Context: an optimization exercise on an open-source flow, tuned for small area, a short achievable clock period and few clock cycles. The choices shown serve that exercise and are no tape-out recipe. At most, simulation tests tie the RTL to the original design; equivalence was not proved. No functional check of the RTL was part of run 1. Power is estimated from default activity; no workload was simulated.

[flow/config.mk]
export PLATFORM = sky130hd
export DESIGN_NAME = wsprer_ddfs
export DESIGN_NICKNAME = wsprer_ddfs
export VERILOG_FILES = /design/flow/design.v
export SDC_FILE = /design/flow/constraint.sdc
export NUM_CORES = 4
export LEC_CHECK = 0
export ABC_CLOCK_PERIOD_IN_PS = 4500
export CAP_MARGIN = 20
export CORE_MARGIN = 2
export CORE_UTILIZATION = 40
export PLACE_DENSITY = 0.6
export SETUP_SLACK_MARGIN = 5
export SLEW_MARGIN = 20
[flow/design.v]
module wsprer_incdiv #(
    parameter integer NSTEP = 2
) (
    input             clk,
    input             rst,
    input             load,
    input             sel,
    input      [31:0] clk_a,
    input      [5:0]  blen_a,      
    input      [31:0] clk_b,
    input      [5:0]  blen_b,      
    input      [63:0] target,
    input      [6:0]  blen_t,      
    output            running,
    output     [31:0] op_clk,
    output     [5:0]  op_blen,
    output     [63:0] inc,
    output reg        valid
);
    localparam integer M_MAX   = (65 + NSTEP - 1) / NSTEP;
    localparam integer M_MIN   = (34 + NSTEP - 1) / NSTEP;
    localparam integer N_MAX   = NSTEP * M_MAX;
    localparam integer J_MAX   = M_MAX - M_MIN;
    localparam integer FB      = N_MAX - 62;         
    localparam integer SW      = 32 + NSTEP * J_MAX;
    localparam integer DEC_CNT = 33 / NSTEP;         
    localparam integer DEC_IDX = 33 % NSTEP;
    reg  [31:0]   c_r;
    reg  [5:0]    cb_r;
    reg  [60:0]   t_r;        
    reg           bad;        
    reg  [60:0]   r_r;        
    reg  [FB-1:0] f_r;        
    reg  [63:0]   q_r;        
    reg  [5:0]    cnt;
    assign running = (cnt != 6'd0);
    assign op_clk  = c_r;
    assign op_blen = cb_r;
    assign inc     = q_r;
    function [5:0] jshift(input [5:0] bc, input [6:0] bt);
        reg signed [8:0] d;
        begin
            d = $signed({2'b0, bt}) - $signed({3'b0, bc}) + (N_MAX - 63);
            if (d < 0)
                jshift = 6'd0;
            else if (d >= NSTEP * J_MAX)
                jshift = J_MAX;
            else
                jshift = d / NSTEP;
        end
    endfunction
    function toobig(input [5:0] bc, input [6:0] bt);
        toobig = ({2'b0, bt} + (N_MAX - 63)) < {3'b0, bc};
    endfunction
    wire [5:0] jsh_a = jshift(blen_a, blen_t);
    wire [5:0] jsh_b = jshift(blen_b, blen_t);
    wire [5:0] jsh   = sel ? jsh_a : jsh_b;
    wire [31:0] c_in = sel ? clk_a : clk_b;
    wire [5:0]  cb_in = sel ? blen_a : blen_b;
    wire        bad_in = (cb_in == 6'd0) || (blen_t == 7'd0) ||
                         (sel ? toobig(blen_a, blen_t) : toobig(blen_b, blen_t));
    reg [SW-1:0] s_sh;
    integer b;
    always @* begin
        s_sh = {{(SW-32){1'b0}}, c_in};
        for (b = 0; b < 6; b = b + 1)
            if (jsh[b] && ((1 << b) <= J_MAX)) s_sh = s_sh << (NSTEP * (1 << b));
    end
    reg [60:0]    r_n;
    reg [FB-1:0]  f_n;
    reg [63:0]    q_n;
    reg           ovf_n;
    reg [61:0]    r2, d2;
    reg [32:0]    qd;
    reg           brw;
    integer s;
    always @* begin
        r_n   = r_r;
        f_n   = f_r;
        q_n   = q_r;
        ovf_n = 1'b0;
        qd    = {1'b0, q_r[31+DEC_IDX:DEC_IDX]} - 33'd1;
        brw   = 1'b0;
        if (cnt == DEC_CNT) begin
            q_n[31+DEC_IDX:DEC_IDX] = qd[31:0];
            brw = qd[32];                       
        end
        for (s = 0; s < NSTEP; s = s + 1) begin
            r2    = {r_n, f_n[FB-1]};
            f_n   = {f_n[FB-2:0], 1'b0};
            d2    = r2 - {1'b0, t_r};
            ovf_n = ovf_n | q_n[63];
            q_n   = {q_n[62:0], ~d2[61]};
            r_n   = d2[61] ? r2[60:0] : d2[60:0];
        end
    end
    always @(posedge clk) begin
        if (rst) begin
            cnt   <= 6'd0;
            valid <= 1'b0;
        end else if (load) begin
            cnt   <= M_MAX - jsh;
        end else if (cnt != 6'd0) begin
            cnt   <= cnt - 6'd1;
            if (cnt == 6'd1)
                valid <= !bad && !ovf_n && !brw && (q_n[63:32] != 32'hFFFF_FFFF);
        end
        if (load) begin
            c_r  <= c_in;
            cb_r <= cb_in;
            t_r  <= target[60:0];
            bad  <= bad_in || (target[63:61] != 3'd0);
            r_r  <= s_sh[SW-1:FB];
            f_r  <= s_sh[FB-1:0];
            q_r  <= 64'd0;
        end else if (cnt != 6'd0) begin
            r_r  <= r_n;
            f_r  <= f_n;
            q_r  <= q_n;
            if (ovf_n || brw)
                bad <= 1'b1;
        end
    end
endmodule
module wsprer_ddfs (
    input             clk,
    input             rst,
    input             bus_we,
    input             bus_re,
    input      [5:0]  bus_addr,
    input      [31:0] bus_wdata,
    output reg [31:0] bus_rdata,
    output            busy,
    input      [31:0] lines_avail,
    input             sched_ready,
    input             lines_lost,
    output     [31:0] line_out,
    output     [31:0] line_oe
);
    localparam integer N_LINES = 32;
    localparam [31:0] CONFIG_VAL = {4'd0, 4'd0, 8'd2, 8'd2, 8'd4};
    localparam [31:0] LINES_HI   = (N_LINES - 1) << 16;
    localparam [1:0] ST_STOPPED = 2'd0, ST_INIT = 2'd1, ST_RUN = 2'd2, ST_FATAL = 2'd3;
    localparam [2:0] R_OK = 3'd0, R_CONFIG = 3'd1, R_CONFLICT = 3'd2, R_ILLEGAL = 3'd3;
    localparam [2:0] E_IDLE = 3'd0, E_LOAD = 3'd1, E_DRIVE = 3'd2, E_DELAY = 3'd3, E_SLACK = 3'd4;
    reg [31:0] clk_hz, target_lo, target_hi, underrun_cnt, acc, clk_act, x_reg;
    reg [63:0] inc;
    reg [1:0]  state;
    reg        stop_pending, stalled, ph, own;
    reg [2:0]  result, e_phase;
    reg [3:0]  out, pat_a;
    reg [4:0]  pin_base;
    reg [32:0] dcnt;           
    reg [31:0] fifo [0:3];
    reg [1:0]  rd_ptr, wr_ptr;
    reg [2:0]  level;
    reg        pend;
    reg        pend_is_start;
    reg [4:0]  pend_pb;
    reg [3:0]  pend_pat;
    reg        pend_pr;
    assign busy = pend;
    assign line_oe  = own ? (32'h0000_000F << pin_base) : 32'd0;
    assign line_out = own ? ({28'd0, out} << pin_base) : 32'd0;
    wire        wr_ok   = bus_we && (bus_addr[1:0] == 2'b00);
    wire        rd_ok   = bus_re && (bus_addr[1:0] == 2'b00);
    wire [3:0]  wr_reg  = bus_addr[5:2];
    wire        cmd_wr  = wr_ok && (wr_reg == 4'h0) && !pend;
    wire [31:0] w       = bus_wdata;
    wire dec_nop   = (w == 32'h0000_0000);
    wire dec_start = (w[3:0] == 4'h1) && ((w & 32'hFFFF_0E00) == 32'd0);
    wire dec_setf  = (w[3:0] == 4'h2) && ((w & 32'hFFFF_FFE0) == 32'd0);
    wire dec_stop  = (w[3:0] == 4'h3) && ((w & 32'hFFFF_FFE0) == 32'd0);
    wire dec_clr   = (w == 32'h0000_0004);
    wire div_start = cmd_wr && (dec_start || dec_setf);
    function [5:0] bitlen32(input [31:0] v);
        integer i;
        begin
            bitlen32 = 6'd0;
            for (i = 0; i < 32; i = i + 1)
                if (v[i]) bitlen32 = i + 1;
        end
    endfunction
    reg  [5:0] bl_hz, bl_act, bl_lo, bl_hi;
    wire [5:0] bl_w   = bitlen32(bus_wdata);
    wire [6:0] blen_t = (bl_hi != 6'd0) ? {1'b0, bl_hi} + 7'd32 : {1'b0, bl_lo};
    wire        div_run;
    wire        div_valid;
    wire [63:0] div_inc;
    wire [31:0] div_clk;
    wire [5:0]  div_blen;
    wsprer_incdiv #(.NSTEP(2)) u_incdiv (
        .clk     (clk),
        .rst     (rst),
        .load    (!pend),
        .sel     (w[0]),                   
        .clk_a   (clk_hz),
        .blen_a  (bl_hz),
        .clk_b   (clk_act),
        .blen_b  (bl_act),
        .target  ({target_hi, target_lo}),
        .blen_t  (blen_t),
        .running (div_run),
        .op_clk  (div_clk),
        .op_blen (div_blen),
        .inc     (div_inc),
        .valid   (div_valid)
    );
    wire exec = pend && !div_run;
    wire [31:0] status = {7'd0, e_phase, out, own, ph, 5'd0, level, 1'b0, result,
                          stalled, stop_pending, state};
    reg [31:0] rd_val;
    always @* begin
        case (bus_addr[5:2])
            4'h1:    rd_val = status;
            4'h2:    rd_val = clk_hz;
            4'h3:    rd_val = target_lo;
            4'h4:    rd_val = target_hi;
            4'h5:    rd_val = underrun_cnt;
            4'h6:    rd_val = inc[31:0];
            4'h7:    rd_val = inc[63:32];
            4'h8:    rd_val = acc;
            4'h9:    rd_val = CONFIG_VAL;
            4'hA:    rd_val = 32'd0;                        
            4'hB:    rd_val = LINES_HI | {20'd0, pat_a, 3'd0, pin_base};
            4'hC:    rd_val = clk_act;
            4'hD:    rd_val = x_reg;
            default: rd_val = 32'd0;                        
        endcase
    end
    reg [31:0] n_clk_hz, n_target_lo, n_target_hi, n_underrun_cnt, n_acc, n_clk_act, n_x;
    reg [63:0] n_inc;
    reg [1:0]  n_state;
    reg        n_stop_pending, n_stalled, n_ph, n_own;
    reg [2:0]  n_result, n_e_phase;
    reg [3:0]  n_out, n_pat_a;
    reg [4:0]  n_pin_base;
    reg [32:0] n_dcnt;
    reg [1:0]  n_rd_ptr, n_wr_ptr;
    reg [2:0]  n_level;
    reg        n_pend;
    reg [5:0]  n_bl_act;
    reg        flush, do_pop, do_push, torn;
    wire        new_ops = exec && div_valid &&
                          (pend_is_start ? (state == ST_STOPPED && pend_pb <= 5'd28)
                                         : (state == ST_INIT || state == ST_RUN));
    wire [31:0] sch_a   = (new_ops && (pend_is_start || pend_pr)) ? 32'd0 : acc;
    wire [63:0] sch_i   = new_ops ? div_inc : inc;
    wire [63:0] sch_sum = {32'd0, sch_a} + sch_i;
    reg [2:0]  n0;
    reg [63:0] sum;
    reg [3:0]  avail4;
    always @* begin
        n_clk_hz       = clk_hz;
        n_target_lo    = target_lo;
        n_target_hi    = target_hi;
        n_underrun_cnt = underrun_cnt;
        n_acc          = acc;
        n_clk_act      = clk_act;
        n_bl_act       = bl_act;
        n_x            = x_reg;
        n_inc          = inc;
        n_state        = state;
        n_stop_pending = stop_pending;
        n_stalled      = stalled;
        n_ph           = ph;
        n_own          = own;
        n_result       = result;
        n_e_phase      = e_phase;
        n_out          = out;
        n_pat_a        = pat_a;
        n_pin_base     = pin_base;
        n_dcnt         = dcnt;
        n_rd_ptr       = rd_ptr;
        n_wr_ptr       = wr_ptr;
        n_level        = level;
        n_pend         = pend;
        flush          = 1'b0;
        do_pop         = 1'b0;
        do_push        = 1'b0;
        torn           = 1'b0;
        sum            = 64'd0;
        avail4         = 4'd0;
        if (wr_ok) begin
            case (wr_reg)
                4'h2: n_clk_hz    = bus_wdata;
                4'h3: n_target_lo = bus_wdata;
                4'h4: n_target_hi = bus_wdata;
                default: ;
            endcase
        end
        if (cmd_wr) begin
            if (dec_start || dec_setf) begin
                n_pend = 1'b1;                  
            end else if (dec_nop) begin
                n_result = R_OK;
            end else if (dec_stop) begin
                n_result = R_OK;
                if (state == ST_INIT || (state == ST_RUN && w[4])) begin
                    n_state        = ST_STOPPED;
                    n_stop_pending = 1'b0;
                    n_stalled      = 1'b0;
                    flush          = 1'b1;
                    n_e_phase      = E_IDLE;
                    n_out          = 4'd0;
                    n_own          = 1'b0;
                    n_ph           = 1'b0;
                end else if (state == ST_RUN) begin
                    n_stop_pending = 1'b1;
                end
            end else if (dec_clr) begin
                n_result       = R_OK;
                n_underrun_cnt = 32'd0;
            end else begin
                n_result = R_ILLEGAL;
            end
        end
        if (exec) begin
            n_pend = 1'b0;
            if (pend_is_start) begin
                avail4 = lines_avail[pend_pb +: 4];
                if (state == ST_FATAL)
                    n_result = R_CONFIG;
                else if (state != ST_STOPPED)
                    n_result = R_CONFLICT;
                else if (pend_pb > 5'd28 || avail4 != 4'hF)
                    n_result = R_CONFIG;
                else if (!div_valid)
                    n_result = R_CONFIG;
                else begin
                    n_state        = ST_INIT;
                    n_clk_act      = div_clk;
                    n_bl_act       = div_blen;
                    n_inc          = div_inc;
                    n_acc          = 32'd0;
                    n_pin_base     = pend_pb;
                    n_pat_a        = pend_pat;
                    n_out          = ~pend_pat;
                    n_own          = 1'b1;
                    n_ph           = 1'b0;
                    n_underrun_cnt = 32'd0;
                    n_stalled      = 1'b0;
                    n_stop_pending = 1'b0;
                    flush          = 1'b1;
                    n_e_phase      = E_IDLE;
                    n_result       = R_OK;
                end
            end else begin
                if (state != ST_INIT && state != ST_RUN)
                    n_result = R_CONFIG;
                else if (!div_valid)
                    n_result = R_CONFIG;
                else begin
                    n_inc = div_inc;
                    if (pend_pr)
                        n_acc = 32'd0;
                    n_result = R_OK;
                end
            end
        end
        if (flush) begin
            n_rd_ptr = 2'd0;
            n_wr_ptr = 2'd0;
            n_level  = 3'd0;
        end
        if (lines_lost && n_own) begin
            n_state        = ST_FATAL;
            n_stop_pending = 1'b0;
            n_stalled      = 1'b0;
            n_rd_ptr       = 2'd0;
            n_wr_ptr       = 2'd0;
            n_level        = 3'd0;
            n_e_phase      = E_IDLE;
            n_out          = 4'd0;
            n_own          = 1'b0;
            n_ph           = 1'b0;
        end
        n0 = n_level;
        case (n_e_phase)
            E_LOAD: begin
                if (n_stop_pending) begin
                    n_stalled = 1'b0;
                    n_e_phase = E_DRIVE;
                end else if (n0 != 3'd0) begin
                    n_x       = fifo[rd_ptr];
                    do_pop    = 1'b1;
                    n_stalled = 1'b0;
                    n_e_phase = E_DRIVE;
                end else if (!n_stalled) begin
                    if (n_underrun_cnt != 32'hFFFF_FFFF)
                        n_underrun_cnt = n_underrun_cnt + 32'd1;
                    n_stalled = 1'b1;
                end
            end
            E_DRIVE: begin
                if (n_stop_pending) begin
                    torn           = 1'b1;
                    n_state        = ST_STOPPED;
                    n_stop_pending = 1'b0;
                    n_stalled      = 1'b0;
                    n_rd_ptr       = 2'd0;
                    n_wr_ptr       = 2'd0;
                    n_level        = 3'd0;
                    n_e_phase      = E_IDLE;
                    n_out          = 4'd0;
                    n_own          = 1'b0;
                    n_ph           = 1'b0;
                end else begin
                    n_out  = n_ph ? ~n_pat_a : n_pat_a;
                    n_ph   = ~n_ph;
                    if (n_x != 32'd0) begin
                        n_dcnt    = {n_x, 1'b0};
                        n_e_phase = E_DELAY;
                    end else begin
                        n_dcnt    = 33'd2;
                        n_e_phase = E_SLACK;
                    end
                end
            end
            E_DELAY: begin
                if (n_dcnt == 33'd1) begin
                    n_dcnt    = 33'd2;
                    n_e_phase = E_SLACK;
                end else
                    n_dcnt = n_dcnt - 33'd1;
            end
            E_SLACK: begin
                if (n_dcnt[0])
                    n_e_phase = E_LOAD;
                n_dcnt = n_dcnt - 33'd1;
            end
            default: ;
        endcase
        if (!torn && (n_state == ST_INIT || n_state == ST_RUN) && sched_ready &&
            n0 < 3'd4) begin
            sum      = sch_sum;
            n_acc    = sum[31:0];
            do_push  = 1'b1;
        end
        if (do_pop) begin
            n_rd_ptr = n_rd_ptr + 2'd1;
            n_level  = n_level - 3'd1;
        end
        if (do_push) begin
            n_wr_ptr = n_wr_ptr + 2'd1;
            n_level  = n_level + 3'd1;
        end
        if (n_state == ST_INIT && n_level == 3'd4) begin
            n_state   = ST_RUN;
            n_e_phase = E_LOAD;
        end
    end
    wire [1:0] push_idx = (flush || (lines_lost && n_own) || torn) ? 2'd0 : wr_ptr;
    always @(posedge clk) begin
        if (rst) begin
            clk_hz        <= 32'd0;
            target_lo     <= 32'd0;
            target_hi     <= 32'd0;
            underrun_cnt  <= 32'd0;
            acc           <= 32'd0;
            clk_act       <= 32'd0;
            x_reg         <= 32'd0;
            inc           <= 64'd0;
            state         <= ST_STOPPED;
            stop_pending  <= 1'b0;
            stalled       <= 1'b0;
            ph            <= 1'b0;
            own           <= 1'b0;
            result        <= R_OK;
            e_phase       <= E_IDLE;
            out           <= 4'd0;
            pat_a         <= 4'd0;
            pin_base      <= 5'd0;
            rd_ptr        <= 2'd0;
            wr_ptr        <= 2'd0;
            level         <= 3'd0;
            pend          <= 1'b0;
            bus_rdata     <= 32'd0;
            bl_hz         <= 6'd0;
            bl_act        <= 6'd0;
            bl_lo         <= 6'd0;
            bl_hi         <= 6'd0;
        end else begin
            bl_act        <= n_bl_act;
            if (wr_ok && wr_reg == 4'h2) bl_hz <= bl_w;
            if (wr_ok && wr_reg == 4'h3) bl_lo <= bl_w;
            if (wr_ok && wr_reg == 4'h4) bl_hi <= bl_w;
            clk_hz        <= n_clk_hz;
            target_lo     <= n_target_lo;
            target_hi     <= n_target_hi;
            underrun_cnt  <= n_underrun_cnt;
            acc           <= n_acc;
            clk_act       <= n_clk_act;
            x_reg         <= n_x;
            inc           <= n_inc;
            state         <= n_state;
            stop_pending  <= n_stop_pending;
            stalled       <= n_stalled;
            ph            <= n_ph;
            own           <= n_own;
            result        <= n_result;
            e_phase       <= n_e_phase;
            out           <= n_out;
            pat_a         <= n_pat_a;
            pin_base      <= n_pin_base;
            rd_ptr        <= n_rd_ptr;
            wr_ptr        <= n_wr_ptr;
            level         <= n_level;
            pend          <= n_pend;
            bus_rdata     <= rd_ok ? rd_val : 32'd0;
        end
        dcnt <= n_dcnt;
        if (do_push)
            fifo[push_idx] <= sum[63:32];
        if (div_start) begin
            pend_is_start <= dec_start;
            pend_pb       <= w[8:4];
            pend_pat      <= w[15:12];
            pend_pr       <= w[4];
        end
    end
endmodule
[flow/constraint.sdc]
create_clock -name core_clock -period 10.0 [get_ports {clk}]
set_input_delay 2.0000 -clock core_clock [delete_from_list [all_inputs] [get_ports {clk}]]
set_output_delay 2.0000 -clock core_clock [all_outputs]
set_load 0.01 [all_outputs]
[flow/run.sh]
#!/bin/bash
# synth_recipe.tcl (not shown) runs the flow's synth.tcl, then flattens the netlist and writes it again
# the make line also repeats each setting of config.mk as NAME=value (left out here)
make -C /OpenROAD-flow-scripts/flow DESIGN_CONFIG=/design/flow/config.mk WORK_HOME=/design/flow/orfs CLKGATE_MAP_FILE= SYNTH_SCRIPT=/design/flow/synth_recipe.tcl finish
==> results of run 1 <==
## through the flow
step	cells	setup WS, ps	cell area, µm²
floorplan	5669	3610	49800
global placement	7196	1910	52800
detailed placement	7197	1710	52800
CTS	7626	3420	60800
global route	7672	3140	61700
finish	7683	3300	61700
## cell usage after synthesis, types with 88 or more instances
library cell  number  share of area, %
edfxtp_1         335                21
xnor2_1          166               3.0
mux2i_1          176               3.6
a21oi_1          521               5.3
nor3_1           122               1.2
nand2_1          834               6.4
xor2_1           114               2.0
inv_1            173               1.3
o21ai_0          206               2.1
ha_1             202               5.2
a22oi_1           88               1.4
dfxtp_1          445                18
nand3_1          138               1.4
clkbuf_1         274               2.1
nor2_1           526               4.0
## kinds of logic (layout without fill, tap and decap cells)
kind of cell    count (synthesis)  after routing  share of synthesized area [%]
compound gates               1493           1493                           19.9
xor+xnor                      280            281                           5.01
fa+ha+maj                     207            207                           5.37
buf+inv                       516            881                           4.13
flops                         780            780                           38.8
mux                           295            295                           7.18
other cells                     0             12                              0
simple gates                 2098           2109                           19.6
## cell type report
type,count,share of cell area (%)
multi-input cells,4385,50.3
inverters,177,1.17
repair buffers,540,9.48
clock inverters,40,0.748
well taps,1625,3.29
flip-flops and latches,780,30.8
diodes,12,0.0486
clock buffers,124,4.15
## final timing paths
path              startpoint          endpoint  cells after the start  slack (ps)
max          u_incdiv.r_r[5]  u_incdiv.r_r[39]                     29        3300
min               clk_hz[29]        clk_hz[29]                      2         470
max reg2reg  u_incdiv.r_r[5]  u_incdiv.r_r[39]                     29        3300
min reg2reg       clk_hz[29]        clk_hz[29]                      2         470
## per-layer routing
metal / vias to the layer above / global-route usage, % / part of all wire [%]
li1: 21400 / - / -
met3: 547 / 6.16 / 9.0
met5: - / 0 / 0.056
met1: 22900 / 42.2 / 40
met2: 2327 / 49.4 / 43
met4: 18 / 19.1 / 7.0
## critical path, delay by kind of cell (launching register included)
family                   cells  cell delay, ps
buffers and inverters        8            1160
XOR/XNOR                     1              80
AND/OR/NAND/NOR              4            1290
AO/OA/AOI/OAI               14            2960
adder cells (fa/ha/maj)      2             440
flip-flops                   1             460
## power breakdown
part / internal, mW / switching [mW]
Sequential: 3.32 / 0.0194
Clock: 1.94 / 1.46
Combinational: 4.96 / 5.76
Total: 10.2 / 7.24
## what timing repair did
| item | 4_1_cts | 5_1_grt |
|---|---|---|
| resized for setup | 692 | 115 |
| endpoints found under the setup margin | 532 | 485 |
| pin swaps | 203 | 64 |
| gates cloned | 38 | 1 |
| setup buffers | 227 | 42 |
==> run_results.csv, run 1 <==
group,metric,value,unit
status,status,"timing/DRC/antenna clean",
clock_tree,clock_sinks,780,
timing,fmax,149,MHz
clock_tree,h-tree-depth,3,
die,core,122000,µm²
routing,routed_via_density,6.14,
die,ios,173,
routing,wirelength,210000,µm
synthesis,ys.flop_type,"dfxtp_1",
synthesis,synth-seq-cells,780,
cells_and_area,regMostFlops,"fifo",
clock_tree,cts_root_buf,"clkbuf_16",
grt,grt_pass1_wl,302000,µm
place,io_buffers,172,
cells_and_area,area_delta_synth_final,26.2,%
timing,report.final.slew_viol_count,0,
place,hpwl,146000,µm
power_and_ir_drop,p_leak,22.8,nW
routing,drc_errors,0,
power_and_ir_drop,power_density,283,nW/µm²
timing,worst_pin_slew,1220,ps
die,die_x,354,µm
synthesis,syn_area,48900,µm²
cells_and_area,largest_reg_flops,128,
synthesis,syn-mean-instance-area,8.63,µm²
synthesis,syn_nets,5952,
synthesis,ys_seq_area_share,38.8,%
die,die-area,125000,µm²
cells_and_area,nets,6255,
clock_tree,path_clk_slew,60,ps
power_and_ir_drop,vdd_drop_max,477,µV
critical_path,cp-end-kind,"flip-flop",
critical_path,arrival,7120,ps
cells_and_area,fin_util,50.8,%
synthesis,yosysWarnings,2,
routing,drt-initial-drc-count,5695,
grt,track_usage,32.2,%
grt,overflow,0,
timing,fin_crit_sh,67.0,%
grt,grt_pass1_vias,44000,
timing,hold-worst-slack,473,ps
clock_tree,worstSkewPairLatency,710,ps
cells_and_area,multi_input_area,31100,µm²
die,fp-row-count,128,
timing,skew,44.2,ps
synthesis,yosysUniqueCellTypes,110,
critical_path,max_stage_delay,530,ps
critical_path,cpMostUsedCell,"buf_12",
synthesis,netlist_instances,5669,
cells_and_area,final_common_cell,"nand2_1",
routing,dr.pass1.iters,8,
timing,slew_headroom,18.7,%
routing,antenna_left,0,
cells_and_area,post_route_cells_drive_above_1_share,19.4,%
critical_path,path_max_fanout,18,
die,start_util,40.2,%
critical_path,crit_path_top_delay_cell,"or4_4",
cells_and_area,regArea,19000,µm²
grt,antenna_found_initial,24,
critical_path,crit_type,"reg2reg",
routing,avgRoutedWirePerCell,27.3,µm
cells_and_area,fillers,11300,
cells_and_area,reg_top3,"fifo x128, inc x64, u_incdiv.q_r x64",
timing,hold_viol,0,
clock_tree,cts_tree,"yes",
worst_hold_path,hp-class,"reg2reg",
synthesis,synth-edff-count,335,
job,maxCapViolations,0,
cells_and_area,layout.cells.most_common_list,"nand2_1, a21oi_1, nor2_1, dfxtp_1, edfxtp_1",
clock_tree,cts_hold_buf,0,
routing,vias,47200,
die,fp.dieH,354,µm
synthesis,synthArstFlopShare,0,%
clock_tree,clock_path_buffers,3,
clock_tree,numCtsBuffers,88,
place,place.gp.congestion,1.01,
power_and_ir_drop,power,17.5,mW
timing,fin_tns_setup,0,ps
timing,setup_viol,0,
timing,layout_min_cycle_time,6700,ps
grt,grt_start_max_net_pins,163,
critical_path,worstSetupStartpointType,"flip-flop",
critical_path,crit_required,10420,ps
timing,rsz0062_at_grt,"true",
==> run 2, diff against run 1 <==
--- a/flow/design.v
+++ b/flow/design.v
@@ -38,15 +38,15 @@
     assign op_blen = cb_r;
     assign inc     = q_r;
     function [5:0] jshift(input [5:0] bc, input [6:0] bt);
-        reg signed [8:0] d;
+        reg [8:0] d;      
         begin
-            d = $signed({2'b0, bt}) - $signed({3'b0, bc}) + (N_MAX - 63);
-            if (d < 0)
+            d = {2'b0, bt} + (N_MAX - 63 + 64) - {3'b0, bc};
+            if (d < 9'd64)
                 jshift = 6'd0;
-            else if (d >= NSTEP * J_MAX)
+            else if (d >= 9'd64 + NSTEP * J_MAX)
                 jshift = J_MAX;
             else
-                jshift = d / NSTEP;
+                jshift = (d - 9'd64) / NSTEP;
         end
     endfunction
     function toobig(input [5:0] bc, input [6:0] bt);
==> run 2 against run 1 <==
- setup slack gained 220 ps
- hold slack got worse by 47 ps
- largest power group unchanged
- register-to-register slack improved by 220 ps
- critical path type unchanged
==> run_results.csv, run 2 <==
group,metric,value,unit
status,status,"timing/DRC/antenna clean",
critical_path,arrival,6910,ps
die,start_util,40.3,%
grt,overflow,0,
clock_tree,path_clk_slew,60,ps
synthesis,synth_most_common_cell,"nand2_1",
timing,rsz0062_at_grt,"true",
routing,wirelength,208000,µm
cells_and_area,fin_util,52.8,%
synthesis,ys_seq_area_share,39.4,%
cells_and_area,area_delta_synth_final,31.2,%
routing,drt-initial-drc-count,6119,
cells_and_area,post_route_cells_drive_above_1_share,22.4,%
routing,routed_via_density,6.17,
place,place.gp.congestion,0.994,
routing,vias,47200,
cells_and_area,nets,6222,
power_and_ir_drop,vdd_drop_max,289,µV
die,fp.dieH,351,µm
synthesis,synth-edff-count,335,
timing,skew,86.1,ps
clock_tree,cts_tree,"yes",
synthesis,synthArstFlopShare,0,%
clock_tree,clock_sinks,780,
die,fp-row-count,127,
synthesis,syn_nets,5817,
synthesis,netlist_instances,5552,
synthesis,synth_top_area_share,20.9,%
cells_and_area,layout.cells.most_common_list,"nand2_1, nor2_1, dfxtp_1, a21oi_1, edfxtp_1",
place,io_buffers,172,
cells_and_area,regMostFlops,"fifo",
timing,fin_crit_sh,64.8,%
power_and_ir_drop,p_leak,24.2,nW
critical_path,cp-end-kind,"flip-flop",
worst_hold_path,hp-class,"reg2reg",
synthesis,synth-seq-cells,780,
critical_path,crit_type,"reg2reg",
synthesis,yosysWarnings,2,
power_and_ir_drop,power_density,209,nW/µm²
critical_path,path_max_fanout,5,
routing,avgRoutedWirePerCell,27.2,µm
die,die-area,123000,µm²
routing,dr.pass1.iters,8,
job,maxCapViolations,0,
grt,grt_start_max_net_pins,101,
timing,report.final.slew_viol_count,0,
timing,fmax,154,MHz
timing,slew_headroom,26.8,%
clock_tree,h-tree-depth,3,
synthesis,synthTopCellsByArea,"edfxtp_1, dfxtp_1, nand2_1, a21oi_1, ha_1",
cells_and_area,reg_top3,"fifo x128, inc x64, u_incdiv.q_r x64",
synthesis,syn_area,48200,µm²
grt,antenna_found_initial,11,
die,die_x,351,µm
clock_tree,worstSkewPairLatency,740,ps
die,core,120000,µm²
routing,antenna_left,0,
synthesis,syn-mean-instance-area,8.68,µm²
critical_path,crit_path_top_delay_cell,"edfxtp_1",
timing,setup_viol,0,
cells_and_area,largest_reg_flops,128,
timing,layout_min_cycle_time,6480,ps
timing,worst_pin_slew,1090,ps
timing,fin_tns_setup,0,ps
clock_tree,cts_root_buf,"clkbuf_16",
place,hpwl,139000,µm
cells_and_area,final_common_cell,"nand2_1",
critical_path,cpMostUsedCell,"buf_4",
clock_tree,numCtsBuffers,88,
synthesis,yosysTopAreaCell,"edfxtp_1",
grt,track_usage,31.6,%
critical_path,worstSetupStartpointType,"flip-flop",
timing,hold_viol,0,
die,ios,173,
cells_and_area,fillers,10700,
synthesis,synth_top_cells_by_count,"nand2_1, nor2_1, a21oi_1",
clock_tree,clock_path_buffers,3,
synthesis,yosysUniqueCellTypes,114,
routing,drc_errors,0,
critical_path,crit_required,10430,ps
synthesis,ys.flop_type,"dfxtp_1",
grt,grt_pass1_vias,43000,
critical_path,max_stage_delay,500,ps
grt,grt_pass1_wl,291000,µm
[run 2: cell count changes in the layout (fill, tap and decap cells not counted), moves of 25 or more]
cell	before	now
nand2_1	807	834
ha_4	25	66
mux2i_1	165	190
clkdlybuf4s50_1	106	133
and3_1	59	29
ha_1	162	97
buf_4	210	296
a21o_1	80	109
a21oi_1	477	425
[run 2: kinds of logic (layout without fill, tap and decap cells)]
family,count (synthesis),in the layout,share of synthesized area (%)
flops,780,780,39.4
simple gates,2057,2061,19.3
xor+xnor,277,278,5.11
buf+inv,499,974,4.08
fa+ha+maj,189,189,4.99
compound gates,1440,1441,19.5
other cells,0,3,0
mux,310,310,7.68
[run 2: through the flow]
stage | power [mW] | instances | instance area, µm² | hold WS, ps | worst slack [ps]
floorplan | 6.37 | 5552 | 49100 | 429 | 4000
global placement | 7.07 | 7075 | 51900 | 449 | 2550
detailed placement | 7.06 | 7075 | 51900 | 463 | 2500
CTS | 12.7 | 7497 | 60300 | 433 | 3690
global route | 13.6 | 7645 | 63200 | 452 | 3370
finish | 13.2 | 7648 | 63200 | 426 | 3520
[run 2: path summary, 6_finish.rpt]
path         slack, ps              from  depth (start not counted)                to
min                430  u_incdiv.q_r[53]                          2  u_incdiv.q_r[55]
max               3520  u_incdiv.t_r[37]                         44   u_incdiv.r_r[3]
min reg2reg        430  u_incdiv.q_r[53]                          2  u_incdiv.q_r[55]
max reg2reg       3520  u_incdiv.t_r[37]                         44   u_incdiv.r_r[3]
[run 2: cell type report]
| cell class | count | area (µm²) | area share, % |
|---|---|---|---|
| diodes | 3 | 7.51 | 0.0119 |
| multi-input cells | 4279 | 31300 | 49.6 |
| flip-flops and latches | 780 | 19000 | 30.1 |
| well taps | 1612 | 2020 | 3.19 |
| clock buffers | 120 | 2540 | 4.02 |
| inverters | 172 | 663 | 1.05 |
| repair buffers | 636 | 6940 | 11.0 |
| clock inverters | 46 | 692 | 1.09 |
[run 2: metal layers]
layer	global-route usage, %	share of wire, %	vias up
met5	0	0.019	-
met4	17.7	7.0	6
met3	7.15	11	606
met2	48.3	43	2670
met1	41.2	39	22900
li1	-	-	21000
[run 2: where the power goes]
part | internal (mW) | switching, mW
logic | 3.01 | 3.30
registers | 3.30 | 0.0124
clock network | 2.09 | 1.49
[run 2: critical path: cells and delay by family, from the launching register on]
family / cells / cell delay (ps)
adders and majority gates: 1 / 150
AOI/OAI and AO/OA: 9 / 1340
xor gates and xnor gates: 1 / 200
DFF: 1 / 500
and+or+nand+nor: 1 / 60
buffers and inverters: 31 / 3750
muxes: 1 / 130
[run 2: what timing repair did]
| action | in CTS | in global routing |
|---|---|---|
| setup buffers | 224 | 126 |
| pin swaps | 140 | 165 |
| gates cloned | 32 | 21 |
| gates resized for setup | 623 | 341 |
| hold buffers | 0 | 0 |
| setup endpoints to repair | 529 | 479 |
Testbench counts of run 2, summed over its fixed seeds: cycles 7,704.

-- what the ideal ports hide --
No port has a modelled driver above. Below, the same layouts with a new extraction and two added sets of constraints. Step 1 sets driving cells, clkbuf_16 on the clock port and buf_2 on the other inputs (assumed; they add their load-dependent delay and slew). Step 2 times the ports against the registers' clock, not the clock port: input delays grow and output delays shrink by t, the midpoint of the rising clock arrivals with the driver on. a / b / c = ideal ports / drivers / drivers and shift; a / b = the first two.
run | shift t [ns] | slack for setup (ns) | worst hold slack (ns) | worst data-port slew with drivers (ns) | cell pins on the clock port's net
run 1 | 0.758 | 3.295 / 3.295 / 3.295 | 0.473 / 0.473 / 0.473 | 0.18 | 1
run 2 | 0.770 | 3.519 / 3.519 / 3.519 | 0.426 / 0.426 / 0.426 | 0.08 | 1
After both steps every run listed still meets setup and hold.
